Context: an optimization exercise on an open-source flow, tuned for small area, a short achievable clock period and few clock cycles. The choices shown serve that exercise and are no tape-out recipe.
The RTL was checked by simulation tests, not by an equivalence proof against the original design.
No activity file was given, so power comes from the tool's default toggle rates.

File: design/flow/flow/run.sh
#!/bin/bash
set -euo pipefail
bash standard.sh SETUP_SLACK_MARGIN=6.8 finish > standard_flow.log 2>&1
File: design/flow/standard.sh
#!/bin/bash
# synth_recipe.tcl (not shown) runs the flow's synth.tcl, then flattens the netlist and writes it again
# the make line also repeats each setting of config.mk as NAME=value (left out here)
make -C /OpenROAD-flow-scripts/flow DESIGN_CONFIG=/design/flow/config.mk WORK_HOME=/design/flow/orfs CLKGATE_MAP_FILE= SYNTH_SCRIPT=/design/flow/synth_recipe.tcl "${@:-finish}"
File: design/flow/config.mk
export PLATFORM = sky130hd
export DESIGN_NAME = live_timer
export DESIGN_NICKNAME = live_timer
export VERILOG_FILES = /design/flow/design.v
export SDC_FILE = /design/flow/constraint.sdc
export NUM_CORES = 4
export LEC_CHECK = 0
export CAP_MARGIN = 20
export CORE_MARGIN = 2
export CORE_UTILIZATION = 40
export SLEW_MARGIN = 20
File: design/flow/constraint.sdc
create_clock -name core_clock -period 10.0 [get_ports {clk}]
set_input_delay 2.0000 -clock core_clock [delete_from_list [all_inputs] [get_ports {clk}]]
set_output_delay 2.0000 -clock core_clock [all_outputs]
set_load 0.01 [all_outputs]
File: design/flow/design.v
module live_timer #(
    parameter integer NT = 16
) (
    input  wire        clk,
    input  wire        rst,             
    input  wire        cmd_valid,
    input  wire [1:0]  cmd_op,          
    input  wire [3:0]  cmd_slot,
    input  wire [6:0]  cmd_node,
    input  wire [7:0]  cmd_fidx,
    input  wire [31:0] cmd_tmo,
    output wire        cmd_ready,
    output wire        idle,
    output reg         alert_valid,
    output reg  [3:0]  alert_slot,
    output reg  [6:0]  alert_node,
    output reg  [7:0]  alert_fidx,
    output reg         rd_valid,
    output reg  [31:0] rd_rem
);
    localparam [1:0] OP_CONFIG = 2'd0,
                     OP_KICK   = 2'd1,
                     OP_TICK   = 2'd2,
                     OP_READ   = 2'd3;
    localparam signed [31:0] TICK_MS        = 32'sd5;
    localparam signed [31:0] BACKOFF_MIN_MS = 32'sd1000;
    reg  [NT-1:0]     slot_act;
    reg  [NT-1:0]     slot_big;
    reg  [6:0]        slot_node [0:NT-1];
    reg  [7:0]        slot_fidx [0:NT-1];
    reg  [30:0]       slot_tmo  [0:NT-1];
    reg  [31:0]       slot_rem  [0:NT-1];
    reg  [NT-1:0]     pend;           
    reg               ready_q;
    reg               idle_q;
    assign cmd_ready = ready_q;
    assign idle      = idle_q;
    wire accept   = cmd_valid & ready_q;
    wire do_cfg   = accept & (cmd_op == OP_CONFIG);
    wire do_kick  = accept & (cmd_op == OP_KICK);
    wire do_tick  = accept & (cmd_op == OP_TICK);
    wire do_read  = accept & (cmd_op == OP_READ);
    wire cfg_act  = ~cmd_tmo[31] & (|cmd_tmo[30:0]);
    wire cfg_big  = ~cmd_tmo[31] & (cmd_tmo[30:0] > 31'd1000);
    wire [NT-1:0] neg;
    genvar g;
    generate
        for (g = 0; g < NT; g = g + 1) begin : g_neg
            assign neg[g] = slot_act[g] & slot_rem[g][31];
        end
    endgenerate
    wire          pend_any = |pend;
    wire [NT-1:0] src      = pend_any ? pend : neg;
    wire [NT-1:0] src_low  = src & (~src + 1'b1);
    reg  [3:0]  a_slot;
    reg  [6:0]  a_node;
    reg  [7:0]  a_fidx;
    integer i;
    always @* begin
        a_slot = 4'd0; a_node = 7'd0; a_fidx = 8'd0;
        for (i = 0; i < NT; i = i + 1)
            if (src_low[i]) begin
                a_slot = a_slot | i[3:0];
                a_node = a_node | slot_node[i];
                a_fidx = a_fidx | slot_fidx[i];
            end
    end
    wire [NT-1:0] src_rest  = src & ~src_low;
    wire [NT-1:0] pend_next = pend_any ? (src_rest | (do_tick ? neg : {NT{1'b0}}))
                                       : (do_tick ? src_rest : {NT{1'b0}});
    wire pend_le1 = ~|(pend_next & (pend_next - 1'b1));
    always @(posedge clk) begin
        if (rst) begin
            pend        <= {NT{1'b0}};
            ready_q     <= 1'b1;
            idle_q      <= 1'b1;
            alert_valid <= 1'b0;
            rd_valid    <= 1'b0;
        end else begin
            pend        <= pend_next;
            ready_q     <= pend_le1;
            idle_q      <= ~|pend_next;
            alert_valid <= pend_any | (do_tick & (|neg));
            alert_slot  <= a_slot;
            alert_node  <= a_node;
            alert_fidx  <= a_fidx;
            rd_valid <= do_read;
            rd_rem   <= slot_rem[cmd_slot];
        end
    end
    generate
        for (g = 0; g < NT; g = g + 1) begin : g_slot
            wire        cfg   = do_cfg & (cmd_slot == g);
            wire        kick  = do_kick & slot_act[g] &
                                (slot_node[g] == cmd_node) &
                                (slot_fidx[g] == cmd_fidx);
            wire        tick  = do_tick & slot_act[g];
            wire [30:0] tmo_d = cfg ? cmd_tmo[30:0] : slot_tmo[g];
            wire        neg_g = slot_rem[g][31];
            wire        ld    = cfg | kick | (tick & neg_g & slot_big[g]);
            wire        s1k   = tick & neg_g & ~slot_big[g];
            wire [32:0] bor;
            assign bor[0] = 1'b0;
            genvar j;
            for (j = 0; j < 32; j = j + 1) begin : g_b
                if (j == 0 || j == 2)
                    assign bor[j+1] = ~slot_rem[g][j] | bor[j];
                else
                    assign bor[j+1] = ~slot_rem[g][j] & bor[j];
            end
            wire [31:0] dflip = {bor[31:1], 1'b0} ^ 32'd5;   
            wire [31:0] x     = slot_rem[g] ^ (dflip & {32{tick}});
            wire [31:0] rem_nx = ld ? {cfg & cmd_tmo[31], tmo_d} : s1k ? 32'd1000 : x;
            always @(posedge clk) begin
                if (rst) begin
                    slot_act[g] <= 1'b0;
                end else if (cfg) begin
                    slot_act[g] <= cfg_act;
                    slot_big[g] <= cfg_big;
                    slot_node[g] <= cmd_node;
                    slot_fidx[g] <= cmd_fidx;
                end
                slot_tmo[g] <= tmo_d;
                slot_rem[g] <= rem_nx;
            end
        end
    endgenerate
endmodule
==> summary.txt <==
## flip-flops by register name, indices dropped and copies added (netlist names), 8 cells and up
name,count
alert_fidx,8
pend,16
rd_rem,32
slot_act,16
slot_big,16
slot_fidx,128
slot_node,112
slot_rem,512
slot_tmo,496
## layout make-up
| type | count | area (um2) |
|---|---|---|
| fill | 11900 | 62900 |
| multi-input combinational | 3616 | 32500 |
| sequential | 1351 | 30200 |
| timing repair buffer | 941 | 11300 |
| clock buffer | 220 | 4350 |
| tap | 1917 | 2400 |
| inverter | 387 | 1460 |
| clock inverter | 45 | 727 |
| antenna | 3 | 7.51 |
| timing repair inverter | 1 | 5.00 |
## power by group through the flow
stage	logic (mW)	clock network, mW	registers (mW)
after floorplan	0.982	0	6.51
after global placement	1.28	0	6.74
after detailed placement	1.31	0	6.76
after CTS	1.48	5.78	6.66
after global routing	1.73	6.02	6.74
final	1.63	5.77	6.73
## stage by stage
step | cells | hold WS (ns) | util | cell area, um2 | worst slack, ns
after global placement | 7439 | 0.430 | 0.440 | 64200 | 3.56
after CTS | 8258 | 0.450 | 0.539 | 78600 | 5.47
after floorplan | 5662 | 0.418 | - | 63600 | 5.09
after global routing | 8478 | 0.469 | 0.569 | 82900 | 5.33
after detailed placement | 7439 | 0.435 | 0.440 | 64200 | 3.54
final | 8481 | 0.454 | 0.569 | 82900 | 5.34
## worst reg2reg max path: cells and delay by family (launching register included)
family | cells | cell delay (ns)
XOR/XNOR | 1 | 0.16
AO/OA/AOI/OAI | 1 | 0.09
AND/OR/NAND/NOR | 7 | 2.99
flip-flops | 1 | 0.35
## kinds of logic (layout without fill, tap and decap cells)
kind of cell,Yosys count,count (layout),share of synthesized area
buffers and inverters,739,1594,0.0478
flip-flops,1351,1351,0.513
other,0,3,0
XOR/XNOR,604,604,0.0901
AND/OR/NAND/NOR,1256,1288,0.113
adder cells (fa/ha/maj),18,18,0.00375
multiplexers,491,491,0.0870
AO/OA/AOI/OAI,1203,1215,0.145
## Yosys cell counts, types with 8 or more instances
cell and n:
a21o_1 19, clkbuf_2 13, or2_2 18, a41oi_1 17
or3_1 43, nand4b_1 13, o2bb2ai_1 21, a22o_1 35
nor3_1 118, mux2_2 155, o31a_1 15, xor2_1 336
and2_1 40, dfxtp_1 1044, nand2b_1 37, a221oi_1 18
o21ai_0 109, o22ai_1 330, nor2b_1 12, clkbuf_1 291
o21a_1 77, edfxtp_1 307, a21oi_1 93, o2111ai_1 15
a22oi_1 225, nand3b_1 8, mux2i_1 336, nor2_1 254
nand2_1 286, buf_1 41, and3_1 14, a222oi_1 32
nor4_1 138, a31oi_1 25, inv_1 387, nand3_1 92
o32a_1 39, nand4_1 74, a211oi_1 24, o22a_1 65
o31ai_1 11, xnor2_1 268, ha_1 16, or4_1 58
## worst max-delay path by stage
stage	from	endpoint	slack, ns
finish	cmd_op[0]	slot_rem[11][6]	5.34
global route	cmd_op[0]	slot_rem[0][28]	5.33
floorplan	cmd_op[0]	slot_rem[0][29]	5.09
CTS	cmd_op[0]	slot_rem[11][29]	5.47
global placement	cmd_op[0]	slot_rem[1][29]	3.56
detailed placement	cmd_op[1]	slot_rem[4][30]	3.54
## layer usage
| layer | wire (um) | vias up | share of wire | global-route usage |
|---|---|---|---|---|
| li1 | - | 22300 | - | - |
| met1 | 101000 | 26300 | 0.38 | 0.421 |
| met2 | 113000 | 3408 | 0.42 | 0.495 |
| met3 | 28200 | 902 | 0.11 | 0.0729 |
| met4 | 23000 | 14 | 0.087 | 0.236 |
| met5 | 266 | - | 0.0010 | 0 |
## cell usage in the layout (no fill, tap or decap), drive strengths merged, types with 41 or more instances in the layout
| cell type | synthesis | routed |
|---|---|---|
| o21a | 77 | 77 |
| xnor2 | 268 | 268 |
| nor4 | 146 | 146 |
| o22a | 65 | 65 |
| nand2 | 286 | 304 |
| a22oi | 225 | 225 |
| nor2 | 254 | 254 |
| nand4 | 75 | 75 |
| nand3 | 92 | 97 |
| clkbuf | 304 | 239 |
| nor3 | 123 | 123 |
| inv | 387 | 392 |
| or3 | 43 | 43 |
| dfxtp | 1044 | 1044 |
| buf | 48 | 896 |
| edfxtp | 307 | 307 |
| xor2 | 336 | 336 |
| or4 | 62 | 62 |
| o21ai | 109 | 109 |
| and2 | 40 | 41 |
| mux2 | 155 | 155 |
| mux2i | 336 | 336 |
| o22ai | 331 | 331 |
| a21oi | 93 | 105 |
## repair_timing
item | in CTS | in global routing
gates cloned | 74 | 26
pin swaps | 308 | 393
setup buffers | 480 | 194
resized for setup | 1229 | 487
setup endpoints to repair | 1417 | 767
==> results.cfg <==
[status]
outcome = no timing/DRC/antenna violations

[die]
die_y_um = 387
die_x_um = 387
die-area_um2 = 150000
core_region_area_um2 = 146000
ios = 111
start_util = 0.403
rows = 140

[global_route]
grt_start_max_net_pins = 36
grt_first_pass_wirelength_mm = 358
grt_pass1_vias = 48500
overflow = 0
track_usage = 0.330
antenna_found_initial = 12

[synth]
yosysTopAreaCell = dfxtp_1
yosys_warnings = 5
synthDistinctLibCells = 80
mappedNetlistArea_um2 = 58700
synthArstFlopShare = 0
syn_area_per_cell_um2 = 10.4
synth_seq_area_share = 0.513
synth_top_area_frac = 0.356
ys_top_cells_by_area = dfxtp_1, edfxtp_1, mux2i_1
netlist_instances = 5662
synth_edf_count = 307
synth_ff_type = dfxtp_1
syn_nets = 5734
ys_ff_latch = 1351

[pwr]
p_int_mw = 10.2
finalPower_mw = 14.1
p_leak_nw = 35.4
clockPowerShare = 0.409
p_comb_frac = 0.115
power.density_nw_per_um2 = 171
peakVddDrop_v = 0.000137
seq_power_share = 0.476
p_sw_mw = 3.93
switching_share = 0.278

[setup_path]
crit_arrival_ns = 5.34
max_stage_delay_ns = 0.38
crit_buf_inv = 21
crit_cells = 25
critical_path_class = in -> reg
cp_data_required_time_ns = 10.68
crit_path_frequent_cell = buf_6
r2r_setup_slack_ns = 6.27
setup.worst_path.end_class = register
reg2reg_from = slot_rem[6][8]
cp-start-kind = input port
critPathMaxFanout = 3
slowest_stage = and4b_4
worstRegToRegCells = 9
rr_endpoint = slot_rem[6][29]
cp_top_family = buffers and inverters

[layout]
area_growth_pct = 41.2
drive_above_1_share = 0.336
nets = 6516

[cts]
h-tree-depth = 4
clk_pin_slew_ns = 0.06
clock_sinks = 1351
cts_hold_buf = 0
clockBufferDepth = 3
cts_made_buffers = 146
ctsRootBufferMaster = clkbuf_16
clock_latency_ns = 0.82
cts_tree = built

[place]
port_buffers = 110
gp_congestion = 0.959
hpwl_mm = 155

[drt]
routed_wl_mm = 265
drt-pass1-iter-count = 7
drt_iter0_drc = 6799
via_count = 52900
antenna_left = 0
drc = 0
wl_per_cell_um = 31.3
vias_per_cell = 6.24

[min_path]
holdPathEnd = slot_tmo[9][4]
hold_class = reg -> reg
min_path_cells = 2
hold_start = slot_tmo[9][4]

[sta]
worstMarginPinSlew_ns = 1.02
finClkSkew_ns = 0.0676
finalMaxSlewViolations = 0
grt_setup_unrepaired = true
setup_tns_ns = 0
finalHoldViolCount = 0
finalCritPeriodShare = 0.466
setup_violations = 0
finalCriticalPeriod_ns = 4.66
max_freq_ghz = 0.215
max_slew_margin = 0.321

[job]
drv_cap = 0
Testbench counts, summed over its fixed seeds: cycles 24,036.

separate check: timing with driven ports:
In the flow no input, the clock included, has a driving cell. The finished layout below was timed again as built, in two steps. Step 1 (the two cells are an assumption about what drives the block):
set clk [get_ports {clk}]
set_driving_cell -lib_cell sky130_fd_sc_hd__clkbuf_16 $clk
set_driving_cell -lib_cell sky130_fd_sc_hd__buf_2 [delete_from_list [all_inputs] $clk]
Step 2 moves the port delays by t, midway between the first and last clock arrival at a register: inputs arrive t later, outputs are due t later. That takes back most of the time a late clock gives input paths. a / b / c = no drivers / after step 1 / after step 2; a / b = the first two.
t, ns: 0.872
slack for setup (ns): 5.343 / 5.388 / 4.516
worst setup path after step 2: input to register
slew at the worst register clock pin (ns): 0.07 / 0.07
After both steps setup and hold are still met in this run. The setup slack of this run moves by +0.045 ns with the drivers and by -0.827 ns with both steps.
